From an optimization exercise on the open Yosys and OpenROAD flow, aimed at small area; shortcuts taken in it are not production practice.
Function was checked by simulation only, so behaviour that the tests miss may differ from the original.
Power is estimated from default activity; no workload was simulated.

File: flow/config.mk
export PLATFORM = sky130hd
export DESIGN_NAME = as7343_ctrl
export DESIGN_NICKNAME = as7343_ctrl
export VERILOG_FILES = /design/flow/design.v
export SDC_FILE = /design/flow/constraint.sdc
export NUM_CORES = 4
export LEC_CHECK = 0
export CAP_MARGIN = 20
export CORE_MARGIN = 2
export CORE_UTILIZATION = 30
export SLEW_MARGIN = 20
File: flow/constraint.sdc
create_clock -name core_clock -period 12.0 [get_ports {clk}]
set_input_delay 2.4000 -clock core_clock [delete_from_list [all_inputs] [get_ports {clk}]]
set_output_delay 2.4000 -clock core_clock [all_outputs]
set_load 0.01 [all_outputs]
File: flow/design.v
module as7343_ctrl (
    input  wire        clk,
    input  wire        rst,           
    input  wire        csr_we,
    input  wire [7:0]  csr_addr,
    input  wire [31:0] csr_wdata,
    output reg  [31:0] csr_rdata,
    input  wire        ms_tick,
    output wire        bus_req,
    output reg         bus_rd,
    output wire [6:0]  bus_addr,
    output reg  [7:0]  bus_reg,
    output wire [5:0]  bus_len,
    output wire [7:0]  bus_wdata,
    input  wire        bus_wnext,
    input  wire        bus_rvalid,
    input  wire [7:0]  bus_rdata,
    input  wire        bus_done,
    input  wire        bus_nack
);
    localparam [6:0]  DEV_ADDR    = 7'h39;
    localparam [7:0]  EXPECTED_ID = 8'h81;
    localparam [2:0] E_NONE    = 3'd0;
    localparam [2:0] E_NACK    = 3'd1;
    localparam [2:0] E_SHORT   = 3'd2;
    localparam [2:0] E_TIMEOUT = 3'd3;
    localparam [2:0] E_ILLEGAL = 3'd4;
    localparam [2:0] E_BADARG  = 3'd5;
    localparam [2:0] E_BANK    = 3'd6;
    localparam [2:0] E_IDMIS   = 3'd7;
    localparam [1:0] PH_IDLE   = 2'd0;
    localparam [1:0] PH_DECODE = 2'd1;
    localparam [1:0] PH_EXEC   = 2'd2;
    localparam [1:0] PH_BUS    = 2'd3;
    reg [31:0] cmd;
    reg [31:0] arg;
    reg        st_done, st_ch_valid, st_sorted_valid, st_werr;
    reg [1:0]  st_bank;
    reg [2:0]  st_err;
    reg [31:0] timeout;
    reg        tmo_zero;      
    reg [31:0] now_ms;
    reg [7:0]  id_value;
    reg [5:0]  rcount;
    reg [15:0] txcount;
    reg [7:0]  buff   [0:31];
    reg [15:0] ch     [0:17];
    reg [15:0] sorted [0:11];
    reg        srt_zero;      
    reg [1:0]  phase;
    reg [4:0]  pc;            
    reg [31:0] elapsed;       
    reg [2:0]  ctx_e;
    reg [15:0] stg;
    reg [5:0]  bptr;
    reg        snoop_bit;     
    wire       busy = (phase != PH_IDLE);
    wire [7:0] op   = cmd[7:0];
    wire [3:0] op4  = cmd[3:0];    
    wire [6:0] taddr = cmd[14:8];
    wire [7:0] creg  = cmd[23:16];
    wire [5:0] clen  = cmd[29:24];
    wire o_write = (op4 == 4'd1);
    wire o_read  = (op4 == 4'd2);
    wire o_rw    = o_write | o_read;
    wire o_sbank = (op4 == 4'd3);
    wire o_conn  = (op4 == 4'd4);
    wire o_init  = (op4 == 4'd5);
    wire o_gain  = (op4 == 4'd6);
    wire o_itim  = (op4 == 4'd7);
    wire o_dflt  = op4[3];         
    wire o_wait  = (op4 == 4'd9);
    wire o_gs    = (op4 == 4'd11);
    wire [7:0] sbyte = stg[7:0];
    wire       ch_step = (pc >= 5'd5);
    assign bus_req  = (phase == PH_BUS);
    assign bus_addr = o_rw ? taddr : DEV_ADDR;
    assign bus_len  = o_rw ? clen : {4'd0, o_dflt & ch_step, ~(o_dflt & ch_step)};
    always @(*) begin
        bus_rd = 1'b1;
        case (op4)
            4'd1: bus_rd = 1'b0;
            4'd2: bus_rd = 1'b1;
            4'd3, 4'd4: bus_rd = ~(pc == 5'd1 || pc == 5'd4);
            4'd5: bus_rd = ~pc[0];
            4'd6: bus_rd = (pc == 5'd0);
            4'd7: bus_rd = 1'b0;
            default: bus_rd = (pc != 5'd1);
        endcase
    end
    always @(*) begin
        bus_reg = 8'hBF;
        case (op4)
            4'd1, 4'd2: bus_reg = creg;
            4'd3, 4'd4: bus_reg = (pc == 5'd2) ? 8'h5A : 8'hBF;
            4'd5: begin
                case (pc[3:1])
                    3'd0: bus_reg = 8'hBF;
                    3'd3: bus_reg = 8'hD6;
                    3'd4: bus_reg = 8'hC6;
                    default: bus_reg = 8'h80;
                endcase
            end
            4'd6: bus_reg = 8'hC6;
            4'd7: bus_reg = (pc == 5'd0) ? 8'h81 : {7'b1101010, pc[1]};
            default: begin
                if (ch_step)
                    bus_reg = {({2'b0, pc} + 7'h45), 1'b1};
                else if (pc[2])
                    bus_reg = 8'h90;
                else
                    bus_reg = 8'hBF;
            end
        endcase
    end
    reg [7:0] wbyte;
    always @(*) begin
        wbyte = sbyte & 8'hEF;
        case (op4)
            4'd3: wbyte = {sbyte[7:5], arg[0], sbyte[3:0]};
            4'd4: wbyte = {sbyte[7:5], (pc == 5'd1), sbyte[3:0]};
            4'd5: begin
                case (pc[3:1])
                    3'd0: wbyte = sbyte & 8'hEF;
                    3'd1: wbyte = sbyte | 8'h01;
                    3'd3: wbyte = sbyte | 8'h60;
                    3'd4: wbyte = {sbyte[7:5], 5'd9};
                    default: wbyte = sbyte | 8'h02;
                endcase
            end
            4'd6: wbyte = {sbyte[7:5], arg[4:0]};
            4'd7: wbyte = pc[1] ? arg[23:16] : (pc[0] ? arg[15:8] : arg[7:0]);
            default: wbyte = sbyte & 8'hEF;
        endcase
    end
    wire [4:0] bidx  = (phase == PH_BUS) ? bptr[4:0] : ~creg[4:0];
    wire [7:0] bbyte = buff[bidx];
    assign bus_wdata = o_write ? bbyte : wbyte;
    wire        st_ok = st_done & (st_err == E_NONE);
    wire [31:0] status_word = {20'd0, 1'b0, st_err, st_bank, st_werr, st_sorted_valid,
                               st_ch_valid, st_ok, st_done, busy};
    wire [31:0] result_word = {txcount, 2'b00, rcount, id_value};
    wire [5:0]  waddr = csr_addr[7:2];
    always @(*) begin
        csr_rdata = 32'd0;
        case (waddr)
            6'h00: csr_rdata = cmd;
            6'h01: csr_rdata = arg;
            6'h02: csr_rdata = status_word;
            6'h03: csr_rdata = tmo_zero ? 32'd0 : timeout;
            6'h04: csr_rdata = now_ms;
            6'h05: csr_rdata = result_word;
            6'h08, 6'h09, 6'h0A, 6'h0B, 6'h0C, 6'h0D, 6'h0E, 6'h0F:
                csr_rdata = {buff[{waddr[2:0], 2'd3}], buff[{waddr[2:0], 2'd2}],
                             buff[{waddr[2:0], 2'd1}], buff[{waddr[2:0], 2'd0}]};
            6'h10: csr_rdata = {ch[1],  ch[0]};
            6'h11: csr_rdata = {ch[3],  ch[2]};
            6'h12: csr_rdata = {ch[5],  ch[4]};
            6'h13: csr_rdata = {ch[7],  ch[6]};
            6'h14: csr_rdata = {ch[9],  ch[8]};
            6'h15: csr_rdata = {ch[11], ch[10]};
            6'h16: csr_rdata = {ch[13], ch[12]};
            6'h17: csr_rdata = {ch[15], ch[14]};
            6'h18: csr_rdata = {ch[17], ch[16]};
            6'h19: csr_rdata = srt_zero ? 32'd0 : {sorted[1],  sorted[0]};
            6'h1A: csr_rdata = srt_zero ? 32'd0 : {sorted[3],  sorted[2]};
            6'h1B: csr_rdata = srt_zero ? 32'd0 : {sorted[5],  sorted[4]};
            6'h1C: csr_rdata = srt_zero ? 32'd0 : {sorted[7],  sorted[6]};
            6'h1D: csr_rdata = srt_zero ? 32'd0 : {sorted[9],  sorted[8]};
            6'h1E: csr_rdata = srt_zero ? 32'd0 : {sorted[11], sorted[10]};
            default: csr_rdata = 32'd0;
        endcase
    end
    wire is_rw       = (op == 8'h01) || (op == 8'h02);
    wire op_known    = (op >= 8'h01) && (op <= 8'h0B);
    wire rsv_bad     = is_rw ? (cmd[31:30] != 2'b00 || cmd[15])
                             : (cmd[31:8] != 24'd0);
    wire illegal     = !op_known || rsv_bad;
    wire [8:0] rw_end = {1'b0, creg} + {3'b000, clen} - 9'd1;
    wire rw_badarg   = (clen == 6'd0) || (clen > 6'd32) || (rw_end > 9'h0FF);
    wire gain_badarg = (arg[4:0] > 5'd12);
    wire [8:0] cfg_off   = 9'h0BF - {1'b0, creg};
    wire       snoop_hit = (taddr == DEV_ADDR) && (creg <= 8'hBF) && (cfg_off < {3'b000, clen});
    wire host_ok  = csr_we & ~busy;
    wire issue    = host_ok & (waddr == 6'h00);
    wire arg_we   = host_ok & (waddr == 6'h01);
    wire buf_we   = host_ok & (waddr[5:3] == 3'b001);
    wire in_dec   = (phase == PH_DECODE);
    wire in_exec  = (phase == PH_EXEC);
    wire in_bus   = (phase == PH_BUS);
    wire done_ev  = in_bus & bus_done;
    wire dec_go   = in_dec & ~illegal & ~(is_rw & rw_badarg) &
                    ~((op == 8'h06) & gain_badarg) &
                    ~(((op == 8'h06) || (op == 8'h07)) & (st_bank != 2'b00)) &
                    ~(op == 8'h08);
    wire tmo_set  = in_dec & (op == 8'h08) & ~illegal;
    wire ex_load  = in_exec & ((o_init & pc == 5'd4) | (o_dflt & pc == 5'd2));
    wire ex_dly   = in_exec & o_init & (pc == 5'd5);
    wire ex_tchk  = in_exec & o_dflt & (pc == 5'd3);
    wire tmo_hit  = tmo_zero | (elapsed >= timeout);
    wire launch   = in_exec & ~ex_load & ~ex_dly & ~ex_tchk;
    wire       rd_ok   = ~bus_nack & (bptr == bus_len);
    wire [2:0] rd_code = bus_nack ? E_NACK : (rd_ok ? E_NONE : E_SHORT);
    wire       fail    = bus_rd ? ~rd_ok : bus_nack;
    wire [2:0] fcode   = bus_rd ? rd_code : E_NACK;
    wire ch_wr     = done_ev & o_dflt & ch_step & ~fail;
    wire last_ch   = (pc == 5'd22);
    wire srt_wr    = ch_wr & last_ch & o_gs;
    wire [31:0] wd_g  = csr_wdata & {32{~rst}};
    wire [7:0]  rd_g  = bus_rdata & {8{~rst}};
    wire [15:0] stg_g = stg & {16{~rst}};
    integer i;
    always @(posedge clk) begin
        if (rst | issue) cmd <= wd_g;
        if (rst | arg_we) arg <= wd_g;
    end
    wire buf_rd_we = in_bus & bus_rvalid & o_read;
    always @(posedge clk) begin
        for (i = 0; i < 32; i = i + 1) begin
            if (rst | (buf_we & (waddr[2:0] == i[4:2])) | (buf_rd_we & (bptr[4:0] == i[4:0])))
                buff[i] <= buf_we ? wd_g[8 * (i % 4) +: 8] : rd_g;
        end
    end
    always @(posedge clk) begin
        for (i = 0; i < 18; i = i + 1) begin
            if (rst | (ch_wr & (pc == i + 5)))
                ch[i] <= stg_g;
        end
    end
    always @(posedge clk) begin
        if (srt_wr) begin
            sorted[0]  <= ch[12];
            sorted[1]  <= ch[6];
            sorted[2]  <= ch[0];
            sorted[3]  <= ch[7];
            sorted[4]  <= ch[8];
            sorted[5]  <= ch[15];
            sorted[6]  <= ch[1];
            sorted[7]  <= ch[2];
            sorted[8]  <= ch[9];
            sorted[9]  <= ch[13];
            sorted[10] <= ch[14];
            sorted[11] <= ch[3];
        end
        if (rst)
            srt_zero <= 1'b1;
        else if (srt_wr)
            srt_zero <= 1'b0;
    end
    always @(posedge clk) begin
        if (tmo_set)
            timeout <= arg;
        if (rst)
            tmo_zero <= 1'b1;
        else if (tmo_set)
            tmo_zero <= 1'b0;
    end
    always @(posedge clk) begin
        if (rst)
            now_ms <= 32'd0;
        else if (ms_tick)
            now_ms <= now_ms + 32'd1;
        if (ex_load)
            elapsed <= {31'd0, ms_tick};
        else if (ms_tick)
            elapsed <= elapsed + 32'd1;
    end
    always @(posedge clk) begin
        if (launch)
            bptr <= 6'd0;
        else if (in_bus & (bus_wnext | bus_rvalid))
            bptr <= bptr + 6'd1;
        if (in_bus & bus_rvalid) begin
            if (bptr[0]) stg[15:8] <= bus_rdata;
            else         stg[7:0]  <= bus_rdata;
        end
        if (in_dec)
            snoop_bit <= bbyte[4];
    end
    always @(posedge clk) begin
        if (rst | issue)
            txcount <= 16'd0;
        else if (launch & (txcount != 16'hFFFF))
            txcount <= txcount + 16'd1;
        if (rst | issue)
            rcount <= 6'd0;
        else if (done_ev & bus_rd)
            rcount <= bus_nack ? 6'd0 : bptr;
    end
    always @(posedge clk) begin
        if (rst) begin
            phase           <= PH_IDLE;
            st_done         <= 1'b0;
            st_err          <= E_NONE;
            st_werr         <= 1'b0;
            st_bank         <= 2'b11;
            st_ch_valid     <= 1'b0;
            st_sorted_valid <= 1'b0;
            id_value        <= 8'd0;
        end else begin
            if (csr_we & busy & ((waddr[5:1] == 5'd0) | (waddr[5:3] == 3'b001)))
                st_werr <= 1'b1;
            if (issue) begin
                st_done <= 1'b0;
                st_err  <= E_NONE;
                st_werr <= 1'b0;
                phase   <= PH_DECODE;
            end
            case (phase)
                PH_IDLE: ;
                PH_DECODE: begin
                    ctx_e <= E_NONE;
                    pc    <= (op == 8'h09) ? 5'd2 : 5'd0;
                    if (dec_go) begin
                        phase <= PH_EXEC;
                        if (op == 8'h0A || op == 8'h0B) begin
                            st_ch_valid     <= 1'b0;
                            st_sorted_valid <= 1'b0;
                        end
                    end else begin
                        phase   <= PH_IDLE;
                        st_done <= 1'b1;
                        if (illegal)
                            st_err <= E_ILLEGAL;
                        else if ((is_rw & rw_badarg) | ((op == 8'h06) & gain_badarg))
                            st_err <= E_BADARG;
                        else if (op != 8'h08)
                            st_err <= E_BANK;
                        else
                            st_err <= E_NONE;
                    end
                end
                PH_EXEC: begin
                    if (ex_load)
                        pc <= pc + 5'd1;
                    else if (ex_dly) begin
                        if (elapsed >= 32'd5)
                            pc <= 5'd6;
                    end else if (ex_tchk) begin
                        if (tmo_hit) begin
                            phase   <= PH_IDLE;
                            st_done <= 1'b1;
                            st_err  <= E_TIMEOUT;
                        end else
                            pc <= 5'd4;
                    end else
                        phase <= PH_BUS;
                end
                PH_BUS: begin
                    if (bus_done) begin
                        phase <= PH_EXEC;
                        pc    <= pc + 5'd1;
                        if (!bus_rd) begin
                            if (o_write) begin
                                if (snoop_hit)
                                    st_bank <= bus_nack ? 2'b11 : {1'b0, snoop_bit};
                            end else if (o_sbank)
                                st_bank <= bus_nack ? 2'b11 : {1'b0, arg[0]};
                            else if (o_conn)
                                st_bank <= bus_nack ? 2'b11 : {1'b0, (pc == 5'd1)};
                            else if (o_init | o_dflt) begin
                                if (pc == 5'd1)
                                    st_bank <= bus_nack ? 2'b11 : 2'b00;
                            end
                        end
                        if (o_conn) begin
                            case (pc)
                                5'd0: begin
                                    if (!rd_ok) begin
                                        ctx_e <= rd_code;
                                        pc    <= 5'd3;
                                    end
                                end
                                5'd1: begin
                                    if (bus_nack) begin
                                        ctx_e <= E_NACK;
                                        pc    <= 5'd3;
                                    end
                                end
                                5'd2: begin
                                    if (!rd_ok)
                                        ctx_e <= rd_code;
                                    else begin
                                        id_value <= sbyte;
                                        if (sbyte != EXPECTED_ID) ctx_e <= E_IDMIS;
                                    end
                                end
                                5'd3: begin
                                    if (!rd_ok) begin
                                        phase   <= PH_IDLE;
                                        st_done <= 1'b1;
                                        st_err  <= (ctx_e != E_NONE) ? ctx_e : rd_code;
                                    end
                                end
                                default: begin
                                    phase   <= PH_IDLE;
                                    st_done <= 1'b1;
                                    st_err  <= (ctx_e != E_NONE) ? ctx_e : (bus_nack ? E_NACK : E_NONE);
                                end
                            endcase
                        end else if (fail) begin
                            phase   <= PH_IDLE;
                            st_done <= 1'b1;
                            st_err  <= fcode;
                        end else begin
                            if (o_rw | (o_sbank & pc == 5'd1) | (o_init & pc == 5'd11) |
                                (o_gain & pc == 5'd1) | (o_itim & pc == 5'd2) |
                                (o_dflt & ((pc == 5'd4 & sbyte[6] & o_wait) | last_ch))) begin
                                phase   <= PH_IDLE;
                                st_done <= 1'b1;
                                st_err  <= E_NONE;
                            end
                            if (o_dflt & (pc == 5'd4) & ~sbyte[6])
                                pc <= 5'd3;
                            if (o_dflt & last_ch) begin
                                st_ch_valid <= 1'b1;
                                if (o_gs)
                                    st_sorted_valid <= 1'b1;
                            end
                        end
                    end
                end
            endcase
        end
    end
endmodule
File: flow/run.sh
#!/bin/bash
# synth_recipe.tcl (not shown) runs the flow's synth.tcl, then flattens the netlist and writes it again
# the make line also repeats each setting of config.mk as NAME=value (left out here)
make -C /OpenROAD-flow-scripts/flow DESIGN_CONFIG=/design/flow/config.mk WORK_HOME=/design/flow/orfs CLKGATE_MAP_FILE= SYNTH_SCRIPT=/design/flow/synth_recipe.tcl finish
==> results of run 1 <==
[routing by layer]
layer | track usage | up-vias
met3 | 0.109 | 620
met4 | 0.114 | 20
li1 | - | 13500
met1 | 0.310 | 16900
met5 | 0.0136 | -
met2 | 0.357 | 2997
[layout by cell type (no fill, tap or decap), types with 18 or more instances in the layout]
cell	count
nor2_1	209
nand4_1	49
and3_1	39
a22o_1	77
a31oi_1	38
xnor2_1	21
nor4_1	19
xor2_1	57
a21oi_1	125
clkdlybuf4s50_1	112
a222oi_1	22
o21ai_0	107
or4_1	18
nor3_1	41
nand2_1	186
a32oi_1	20
o22ai_1	18
dfxtp_1	111
nand2b_1	18
buf_4	114
clkbuf_16	99
ha_1	68
a221oi_1	94
nor2b_1	53
a22oi_1	270
inv_1	91
edfxtp_1	858
clkbuf_1	31
mux2i_1	40
nand3_1	110
[worst min-delay path by stage]
stage,end,slack (ns),from,depth (start not counted)
4_1_cts,sorted[4][9]$_DFFE_PP_,0.43,ch[8][9]$_DFFE_PP_,0
6_report,sorted[8][8]$_DFFE_PP_,0.43,ch[9][8]$_DFFE_PP_,0
3_3_place_gp,srt_zero$_SDFFE_PP1P_,0.42,srt_zero$_SDFFE_PP1P_,1
2_1_floorplan,sorted[0][14]$_DFFE_PP_,0.43,ch[12][14]$_DFFE_PP_,0
3_5_place_dp,sorted[3][7]$_DFFE_PP_,0.43,ch[7][7]$_DFFE_PP_,0
5_1_grt,sorted[8][8]$_DFFE_PP_,0.44,ch[9][8]$_DFFE_PP_,0
[cell usage after synthesis, types with 7 or more instances]
library cell / count / area, sq um
nor2_1: 227 / 852
and2_1: 7 / 43.8
a221o_1: 12 / 120
a32oi_1: 20 / 175
a211oi_1: 13 / 97.6
clkbuf_1: 135 / 507
a21o_1: 14 / 105
and3_1: 39 / 244
and4_1: 9 / 78.8
nor4_1: 20 / 125
a221oi_1: 94 / 823
o211ai_1: 7 / 52.6
o21ai_0: 128 / 641
o2111ai_1: 17 / 149
buf_1: 26 / 97.6
or4_1: 18 / 135
inv_1: 92 / 345
a32o_1: 11 / 110
a31o_2: 9 / 78.8
xnor2_1: 21 / 184
or3_1: 12 / 75.1
a21oi_1: 126 / 631
nor2b_1: 63 / 394
nand2b_1: 20 / 125
o22ai_1: 18 / 113
nand3_1: 110 / 551
edfxtp_1: 858 / 25800
a222oi_1: 22 / 220
mux4_2: 17 / 383
xor2_1: 57 / 499
ha_1: 68 / 851
a31oi_1: 38 / 238
a22o_1: 77 / 674
o221ai_1: 16 / 140
buf_2: 36 / 180
nand4_1: 49 / 307
dfxtp_1: 112 / 2240
nand2_1: 186 / 698
o31ai_1: 13 / 97.6
o21bai_1: 9 / 67.6
mux2_2: 13 / 146
a22oi_1: 270 / 2030
nor3_1: 52 / 260
mux2i_1: 41 / 410
[power groups by stage]
stage / clock [mW] / sequential [mW] / combinational (mW)
global placement: 0 / 3.99 / 0.559
detailed placement: 0 / 3.99 / 0.564
finish: 3.16 / 3.93 / 0.597
global route: 3.28 / 3.94 / 0.607
CTS: 3.16 / 3.92 / 0.566
floorplan: 0 / 3.93 / 0.286
[metrics by stage]
step | power [mW] | cell area [sq um] | hold slack (ns) | setup WS, ns | utilization
floorplan | 4.22 | 43200 | 0.425 | 4.73 | -
global placement | 4.55 | 47100 | 0.425 | 2.92 | 0.329
detailed placement | 4.56 | 47100 | 0.434 | 2.88 | 0.329
CTS | 7.65 | 50400 | 0.428 | 2.84 | 0.352
global route | 7.83 | 50400 | 0.438 | 2.62 | 0.352
finish | 7.69 | 50400 | 0.425 | 2.88 | 0.352
[layout make-up]
type | count | area, sq um | area share
antenna | 4 | 10.0 | 0.000199
clock inverter | 54 | 642 | 0.0127
inverter | 95 | 364 | 0.00722
sequential | 970 | 28000 | 0.556
clock buffer | 132 | 2620 | 0.0520
timing repair buffer | 231 | 2010 | 0.0398
tap | 1903 | 2380 | 0.0472
multi-input combinational | 2051 | 14400 | 0.285
[flip-flops by register name, summed over array words and instances, names as in the netlist, 32 cells and up]
name,flops
arg,32
buff,256
ch,288
cmd,32
elapsed,32
now_ms,32
sorted,192
timeout,32
[logic make-up (layout without fill, tap and decap cells)]
group           Yosys count  after routing  synth area share
compound gates          975            975             0.165
xor+xnor                 79             79            0.0162
fa+ha+maj                70             70            0.0206
buf+inv                 298            512            0.0274
flops                   970            970             0.649
mux                      74             74            0.0228
other cells               0              4                 0
simple gates            853            853            0.0990
==> summary.txt, run 1 <==
Power
  – LEAKAGE: roughly 17 nW
  – Clock share of power: 0.411
  – Switch share: 0.250
  – NetSw: 1.92 mW
  – Internal Power: between 5 and 6 mW
  – Maximum VDD drop: 0.112 mV
  – Combinational cell fraction of total power: 0.078
  – Pwr Density: between 150 and 200 mW/mm^2
  – Flop pwr share: 0.511

Yosys
  – Unique masters post-synth: 94
  – Syn Inst Count: 3319
  – Most frequently used flop master after synthesis: edfxtp_1
  – Synth Warn #: 4
  – Avg Inst Size Synth: about 13 sq um
  – Syn Std Cell Area: roughly 0.043 sq mm
  – Sequential area share after synthesis: 0.649
  – Register bit total from synthesis: 970
  – Post-synth EDFFs: between 800 and 900
  – Async set-reset flop share out of synthesis: 0

Critical path
  – Setup CP Type: in2out
  – Worst r2r path cells: 11
  – Top delay family on crit path: simple AND/OR/NAND/NOR gates
  – Critical Path Most Common Cell: clkdlybuf4s50_1
  – Setup slack, reg-to-reg: ~5.5 ns
  – Worst setup endpoint: csr_rdata[19]
  – WP buf/inv: 2
  – CP peak stage delay: between 0.8 and 0.9 ns
  – Worst path cell trace: clkdlybuf4s50_1 > nand2b_1 > nor2_4 > a22o_1 > a221oi_1 > nand3_1 > nor3_1 > o21ai_0 > clkdlybuf4s50_1
  – Critical Path Start: csr_addr[5]
  – Critical path required time: ~9.6 ns
  – Slowest CP cell: nor3_1
  – Worst Setup Start Kind: input pin
  – CP Data Arrival Time: about 6.7 ns
  – Reg-to-Reg End: sorted[3][12]$_DFFE_PP_
  – FF-to-FF Start: pc[1]$_DFFE_PP_
  – Crit path max fanout: 22
  – Stages on the worst setup path: 9
  – Crit end category: primary output

Final layout
  – Layout cells sized above 1: 0.114
  – Post-Layout Cell Count: around 5400
  – # nets final: ~3600
  – # fillers: ~14000
  – Area growth syn-to-layout: 16.8%

Clock tree
  – Number of CTS-inserted buffers: between 90 and 100
  – Post-CTS setup buffers: 0
  – CTS tree: built
  – Post-cts sizing count: 0
  – Post-CTS Hold Buffers: 0
  – Root Buffer: clkbuf_16
  – Max H-tree Level: 3
  – Clock Path Buffers: 3
  – Clk Latency, worst-skew pair: roughly 0.74 ns
  – Clk slew on worst S/H paths: approximately 0.060 ns
  – Clock sink count: 970

Timing
  – Final Hold Viols: 0
  – Post-route setup TNS: 0 ns
  – Final setup violation count: 0
  – RSZ-0062 raised after global routing: no
  – Slew margin rel.: 0.124
  – Tcrit/Tclk final: 0.760
  – Skew final: ~0.076 ns
  – Worst-Margin Slew: between 1 and 1.5 ns
  – Peak Freq: approximately 110 MHz
  – Max-slew violation count: 0
  – Fin crit period: 9.12 ns

Routing
  – DR WL/cell: about 34 um
  – Top sig layer: met5
  – DRC viols: 0
  – Met1 Routed Length: between 60000 and 70000 um
  – Final wirelength: around 190000 um
  – Via count: 34000
  – Wire length on met3: 29900 um
  – Detailed Route Iter0 Violations: ~6400
  – Met2 routed WL: 78400 um
  – First-pass DRT Iterations: 10
  – Drt via density: about 6.3
  – Antenna-violating nets left: 0

Global route
  – Largest net degree at the start of global routing: 120
  – Gr ovfl total: 0
  – GR Util All Layers: 0.245
  – Vias in the first global route: just over 30000
  – Initial antenna violation count: 16
  – First-pass GRT wire length: roughly 250000 um

Placed design
  – GP Congestion: 1.03
  – DP Cell Count: about 5200
  – Post-DP HPWL: 126000 um
  – Buffers on Ports: around 120

Die
  – Die Wd: roughly 380 um
  – Starting density of the core: 0.302
  – Die H: between 300 and 400 um
  – Row cnt: between 100 and 150
  – Die area: ~0.15 sq mm
  – Core area: 0.143 sq mm
  – IO Pins: 119

Job
  – Max-Cap Viols: 0

Min path
  – Hold Crit Class: reg2reg

Run status
  – Status: finished clean
==> inputs of run 2 (changes only) <==
--- a/flow/design.v
+++ b/flow/design.v
@@ -55,4 +55,6 @@
     reg [5:0]  bptr;
     reg        snoop_bit;     
+    integer i;
+    genvar gw, gb, gk;
     wire       busy = (phase != PH_IDLE);
     wire [7:0] op   = cmd[7:0];
@@ -135,5 +137,31 @@
     end
     wire [4:0] bidx  = (phase == PH_BUS) ? bptr[4:0] : ~creg[4:0];
-    wire [7:0] bbyte = buff[bidx];
+    reg [31:0] bdec;
+    always @(*) begin
+        bdec = 32'd0;
+        bdec[bidx] = 1'b1;
+    end
+    wire [7:0] bbyte;
+    generate
+        for (gb = 0; gb < 8; gb = gb + 1) begin : g_wbit
+            wire [10:0] t;
+            for (gk = 0; gk < 11; gk = gk + 1) begin : g_aoi
+                if (gk < 10) begin : g_3
+                    as7343_aoi222 u_aoi (
+                        .a0(buff[3 * gk][gb]),     .s0(bdec[3 * gk]),
+                        .a1(buff[3 * gk + 1][gb]), .s1(bdec[3 * gk + 1]),
+                        .a2(buff[3 * gk + 2][gb]), .s2(bdec[3 * gk + 2]),
+                        .y(t[gk]));
+                end else begin : g_2
+                    as7343_aoi222 u_aoi (
+                        .a0(buff[30][gb]), .s0(bdec[30]),
+                        .a1(buff[31][gb]), .s1(bdec[31]),
+                        .a2(1'b0),         .s2(1'b0),
+                        .y(t[gk]));
+                end
+            end
+            assign bbyte[gb] = ~&t;
+        end
+    endgenerate
     assign bus_wdata = o_write ? bbyte : wbyte;
     wire        st_ok = st_done & (st_err == E_NONE);
@@ -142,34 +170,48 @@
     wire [31:0] result_word = {txcount, 2'b00, rcount, id_value};
     wire [5:0]  waddr = csr_addr[7:2];
+    reg [31:0] wsel;
     always @(*) begin
-        csr_rdata = 32'd0;
-        case (waddr)
-            6'h00: csr_rdata = cmd;
-            6'h01: csr_rdata = arg;
-            6'h02: csr_rdata = status_word;
-            6'h03: csr_rdata = tmo_zero ? 32'd0 : timeout;
-            6'h04: csr_rdata = now_ms;
-            6'h05: csr_rdata = result_word;
-            6'h08, 6'h09, 6'h0A, 6'h0B, 6'h0C, 6'h0D, 6'h0E, 6'h0F:
-                csr_rdata = {buff[{waddr[2:0], 2'd3}], buff[{waddr[2:0], 2'd2}],
-                             buff[{waddr[2:0], 2'd1}], buff[{waddr[2:0], 2'd0}]};
-            6'h10: csr_rdata = {ch[1],  ch[0]};
-            6'h11: csr_rdata = {ch[3],  ch[2]};
-            6'h12: csr_rdata = {ch[5],  ch[4]};
-            6'h13: csr_rdata = {ch[7],  ch[6]};
-            6'h14: csr_rdata = {ch[9],  ch[8]};
-            6'h15: csr_rdata = {ch[11], ch[10]};
-            6'h16: csr_rdata = {ch[13], ch[12]};
-            6'h17: csr_rdata = {ch[15], ch[14]};
-            6'h18: csr_rdata = {ch[17], ch[16]};
-            6'h19: csr_rdata = srt_zero ? 32'd0 : {sorted[1],  sorted[0]};
-            6'h1A: csr_rdata = srt_zero ? 32'd0 : {sorted[3],  sorted[2]};
-            6'h1B: csr_rdata = srt_zero ? 32'd0 : {sorted[5],  sorted[4]};
-            6'h1C: csr_rdata = srt_zero ? 32'd0 : {sorted[7],  sorted[6]};
-            6'h1D: csr_rdata = srt_zero ? 32'd0 : {sorted[9],  sorted[8]};
-            6'h1E: csr_rdata = srt_zero ? 32'd0 : {sorted[11], sorted[10]};
-            default: csr_rdata = 32'd0;
-        endcase
-    end
+        wsel = 32'd0;
+        wsel[waddr[4:0]] = ~waddr[5];
+        wsel[3] = wsel[3] & ~tmo_zero;
+        for (i = 25; i < 31; i = i + 1)
+            wsel[i] = wsel[i] & ~srt_zero;
+    end
+    wire [32 * 30 - 1:0] rsrc;    
+    wire [29:0]          rsel;
+    assign rsrc[32 * 0 +: 32] = cmd;
+    assign rsrc[32 * 1 +: 32] = arg;
+    assign rsrc[32 * 2 +: 32] = status_word;
+    assign rsrc[32 * 3 +: 32] = timeout;
+    assign rsrc[32 * 4 +: 32] = now_ms;
+    assign rsrc[32 * 5 +: 32] = result_word;
+    assign rsel[5:0] = wsel[5:0];
+    generate
+        for (gw = 0; gw < 8; gw = gw + 1) begin : g_rbuf
+            assign rsrc[32 * (6 + gw) +: 32] = {buff[4 * gw + 3], buff[4 * gw + 2], buff[4 * gw + 1], buff[4 * gw]};
+            assign rsel[6 + gw] = wsel[8 + gw];
+        end
+        for (gw = 0; gw < 9; gw = gw + 1) begin : g_rch
+            assign rsrc[32 * (14 + gw) +: 32] = {ch[2 * gw + 1], ch[2 * gw]};
+            assign rsel[14 + gw] = wsel[16 + gw];
+        end
+        for (gw = 0; gw < 6; gw = gw + 1) begin : g_rsrt
+            assign rsrc[32 * (23 + gw) +: 32] = {sorted[2 * gw + 1], sorted[2 * gw]};
+            assign rsel[23 + gw] = wsel[25 + gw];
+        end
+        assign rsrc[32 * 29 +: 32] = 32'd0;
+        assign rsel[29] = 1'b0;
+        for (gb = 0; gb < 32; gb = gb + 1) begin : g_rbit
+            wire [9:0] t;
+            for (gk = 0; gk < 10; gk = gk + 1) begin : g_aoi
+                as7343_aoi222 u_aoi (
+                    .a0(rsrc[32 * (3 * gk) + gb]),     .s0(rsel[3 * gk]),
+                    .a1(rsrc[32 * (3 * gk + 1) + gb]), .s1(rsel[3 * gk + 1]),
+                    .a2(rsrc[32 * (3 * gk + 2) + gb]), .s2(rsel[3 * gk + 2]),
+                    .y(t[gk]));
+            end
+            always @(*) csr_rdata[gb] = ~&t;
+        end
+    endgenerate
     wire is_rw       = (op == 8'h01) || (op == 8'h02);
     wire op_known    = (op >= 8'h01) && (op <= 8'h0B);
@@ -210,5 +252,4 @@
     wire [7:0]  rd_g  = bus_rdata & {8{~rst}};
     wire [15:0] stg_g = stg & {16{~rst}};
-    integer i;
     always @(posedge clk) begin
         if (rst | issue) cmd <= wd_g;
@@ -425,2 +466,10 @@
     end
 endmodule
+module as7343_aoi222 (
+    input  wire a0, input wire s0,
+    input  wire a1, input wire s1,
+    input  wire a2, input wire s2,
+    output wire y
+);
+    assign y = ~((a0 & s0) | (a1 & s1) | (a2 & s2));
+endmodule
--- a/flow/config.mk
+++ b/flow/config.mk
@@ -10,2 +10,3 @@
 export CORE_UTILIZATION = 30
 export SLEW_MARGIN = 20
+export SYNTH_HIERARCHICAL = 1
==> summary.txt, run 2 <==
Routing
  – Detailed Route Iter0 Violations: approximately 7100
  – First-pass DRT Iterations: 13
  – Antenna-violating nets left: 0
  – DRC viols: 0
  – Via count: 31400
  – Final wirelength: roughly 170000 um
  – Drt via density: roughly 6.1
  – DR WL/cell: 32.7 um

Timing
  – Slew margin rel.: 0.112
  – Final Hold Viols: 0
  – Tcrit/Tclk final: 0.858
  – Worst-Margin Slew: approximately 1.3 ns
  – Final setup violation count: 0
  – Setup WS post-layout: between 1.5 and 2 ns
  – Peak Freq: 97.1 MHz
  – Fin crit period: between 10 and 15 ns
  – RSZ-0062 raised after global routing: no
  – Skew final: a little under 0.06 ns
  – Post-route setup TNS: 0 ns
  – Max-slew violation count: 0

Final layout
  – # nets final: between 3000 and 4000
  – Area growth syn-to-layout: 18.8%
  – Top Registers: ch (288), buff (256), sorted (192)
  – Leading cell type in the layout, fill and taps excluded: edfxtp_1
  – Post-route cell area: about 0.049 sq mm
  – Post-layout util: 0.359
  – Most frequent cells in the layout: edfxtp_1, a222oi_1, nor2_1
  – # fillers: 13100
  – Biggest register: ch
  – Sequential Area: between 0.02 and 0.03 sq mm
  – Layout cells sized above 1: 0.101
  – Max reg flops: around 290
  – Area of the multi-input gates: ~0.013 sq mm

Yosys
  – Combinational family with the most area after synthesis: compound AO/OA/AOI/OAI gates
  – Most frequent cell after synthesis: edfxtp_1
  – Synth Area in Compound Gates: 0.155
  – Post-synth top area cell: edfxtp_1
  – Register bit total from synthesis: just under 1000
  – Syn Inst Count: roughly 2900
  – Mux share of post-synthesis cell area: 0.00538
  – Top post-synthesis cells by area: edfxtp_1, a222oi_1, dfxtp_1, ha_1, nor2_1
  – Yosys top cell area share: 0.622
  – Post-synth top cells: edfxtp_1, a222oi_1, nor2_1
  – Avg Inst Size Synth: ~14 sq um
  – Post-synth EDFFs: between 800 and 900
  – Sequential area share after synthesis: 0.677
  – Post-Synth Adder-Cell Area: 0.0239
  – Xor/xnor share of the synthesized area: 0.0175
  – Async set-reset flop share out of synthesis: 0
  – Most frequently used flop master after synthesis: edfxtp_1
  – Unique masters post-synth: 92
  – Syn Std Cell Area: around 0.041 sq mm
  – Post-synthesis simple-gate area fraction: 0.106
  – Synth Warn #: 13

Power
  – Switch share: 0.245
  – NetSw: 1.85 mW
  – LEAKAGE: between 15 and 20 nW
  – Final Power: around 7.6 mW
  – Combinational cell fraction of total power: 0.067
  – Maximum VDD drop: ~0.12 mV
  – Flop pwr share: 0.518
  – Clock share of power: 0.414
  – Internal Power: approximately 5.7 mW
  – Pwr Density: ~150 mW/mm^2

Global route
  – Gr ovfl total: 0
  – Vias in the first global route: between 20000 and 30000
  – Largest net degree at the start of global routing: between 150 and 200
  – Initial antenna violation count: 21
  – GR Util All Layers: 0.231
  – First-pass GRT wire length: roughly 230000 um

Run status
  – Status: finished clean

Critical path
  – Top delay family on crit path: compound AO/OA/AOI/OAI gates
  – WP buf/inv: 4
  – CP Data Arrival Time: between 7 and 8 ns
  – Worst path cell trace: clkdlybuf4s50_1 > inv_1 > ha_1 > nor2_1 > nor2_1 > nor3_1 > a21oi_1 > nor3_2 > buf_4 > a222oi_1 > nand4_1 > or3_1 > clkdlybuf4s50_1
  – Setup slack, reg-to-reg: around 7.0 ns
  – CP peak stage delay: about 1.2 ns
  – Critical path required time: between 9 and 10 ns
  – Crit path max fanout: 32
  – Setup CP Type: in2out
  – Slowest CP cell: a222oi_1
  – Crit end category: primary output
  – Worst Setup Start Kind: input pin

Placed design
  – Buffers on Ports: 116
  – GP Congestion: 1.04
  – Post-DP HPWL: around 120000 um
  – Area after DPL: 0.0458 sq mm
  – Pre-CTS setup slack: 2.00 ns

Clock tree
  – Post-CTS Hold Buffers: 0
  – Number of CTS-inserted buffers: 101
  – Clock sink count: 970
  – Root Buffer: clkbuf_16
  – Clk slew on worst S/H paths: 0.06 ns
  – Post-CTS setup buffers: 0
  – Clk Latency, worst-skew pair: a little over 0.7 ns
  – Clock Path Buffers: 3
  – Post-cts sizing count: 0
  – Max H-tree Level: 3
  – CTS tree: built

Die
  – IO Pins: 119
  – Die H: 375 um
  – Die area: 0.141 sq mm
  – Die Wd: 375 um
  – Row cnt: between 100 and 150
  – Starting density of the core: 0.302
  – Core area: roughly 0.14 sq mm

Min path
  – Hold Crit Class: reg2reg

Job
  – Max-Cap Viols: 0
-- run 2: cell count changes after synthesis, sizes merged, moves of 23 or more --
| cell | before | now |
|---|---|---|
| o21ai | 131 | 96 |
| a22o | 77 | 33 |
| a222oi | 22 | 408 |
| a31oi | 38 | 15 |
| a21oi | 126 | 81 |
| buf | 67 | 23 |
| nand4 | 49 | 108 |
| nand2 | 187 | 158 |
| clkbuf | 136 | 56 |
| nand3 | 112 | 62 |
| or3 | 12 | 66 |
| a221oi | 94 | 4 |
| a22oi | 270 | 4 |
-- run 2: worst paths after layout --
check,start,endpoint,depth (start not counted)
min,ch[2][13]$_DFFE_PP_,sorted[7][13]$_DFFE_PP_,0
max,csr_addr[2],csr_rdata[21],13
min reg2reg,ch[2][13]$_DFFE_PP_,sorted[7][13]$_DFFE_PP_,0
max reg2reg,phase[1]$_SDFF_PP0_,snoop_bit$_DFFE_PP_,14
-- run 2: per-module statistics from Yosys (local to each module, per instance) --
module / area [sq um] / flip-flops and latches / times used / cells
as7343_ctrl: 37300 / 970 / 1 / 2517
as7343_aoi222: 10.0 / 0 / 408 / 1
-- run 2: area by class of cell --
| class | count | area share |
|---|---|---|
| repair buffers | 209 | 0.0384 |
| clock buffers | 125 | 0.0551 |
| inverters | 92 | 0.00702 |
| diodes | 7 | 0.000356 |
| flip-flops and latches | 970 | 0.569 |
| well taps | 1794 | 0.0456 |
| multi-input cells | 1886 | 0.272 |
| clock inverters | 62 | 0.0118 |
-- run 2: cell families (layout without fill, tap and decap cells) --
family                     count (synthesis)  count (layout)
muxes                                     22              22
DFF                                      970             970
buffers and inverters                    171             488
AOI/OAI and AO/OA                        756             756
adders and majority gates                 78              78
xor gates and xnor gates                  81              81
other                                      1             110
and+or+nand+nor                          846             846
-- run 2: metal layers --
layer  GRT usage  vias to the layer above  wire, um
met5           0                        -       173
met4       0.108                       28      9320
met3      0.0613                      421     21800
met2       0.347                     2256     73000
met1       0.310                    15700     64000
li1            -                    13000         -
-- run 2: worst register-to-register path, delay by kind of cell (launching register included) --
family	cells	cell delay [ns]
AND/OR/NAND/NOR	7	1.43
AO/OA/AOI/OAI	2	1.02
buffers and inverters	3	0.87
flip-flops	1	0.71
XOR/XNOR	1	0.32
adder cells (fa/ha/maj)	1	0.24
-- run 2: power by group through the flow --
stage | clock (mW) | combinational [mW] | sequential [mW]
CTS | 3.15 | 0.497 | 3.91
global placement | 0 | 0.491 | 3.98
global route | 3.27 | 0.534 | 3.93
detailed placement | 0 | 0.494 | 3.98
finish | 3.13 | 0.510 | 3.92
floorplan | 0 | 0.238 | 3.93
-- run 2: per-stage QoR --
| step | hold WS [ns] | std cells |
|---|---|---|
| floorplan | 0.426 | 3027 |
| global placement | 0.430 | 4946 |
| detailed placement | 0.433 | 4946 |
| CTS | 0.429 | 5133 |
| global route | 0.440 | 5138 |
| finish | 0.423 | 5145 |

[port drivers added, routing unchanged]
Ports are ideal in the flow. The routed layouts listed here were re-timed in OpenROAD.
Step 1 sets driving cells, clkbuf_16 on the clock port and buf_2 on the other inputs (assumed; they add their load-dependent delay and slew).
Step 2 moves the port delays by t, midway between the first and last clock arrival at a register: inputs arrive t later, outputs are due t later. That takes back most of the time a late clock gives input paths.
a / b / c = ideal / step 1 / step 2; a / b = the first two.
| run | shift t [ns] | slack for setup (ns) | hold WS [ns] | clock arrival spread, ns |
|---|---|---|---|---|
| run 1 | 0.774 | 2.880 / 2.701 / 2.701 | 0.425 / 0.425 / 0.425 | 0.077 / 0.077 |
| run 2 | 0.759 | 1.701 / 1.616 / 1.616 | 0.423 / 0.423 / 0.423 | 0.060 / 0.060 |
After both steps every run listed still meets setup and hold. For run 1, which loses most, drivers alone change the setup slack by -0.179 ns; drivers and shift together by -0.179 ns.
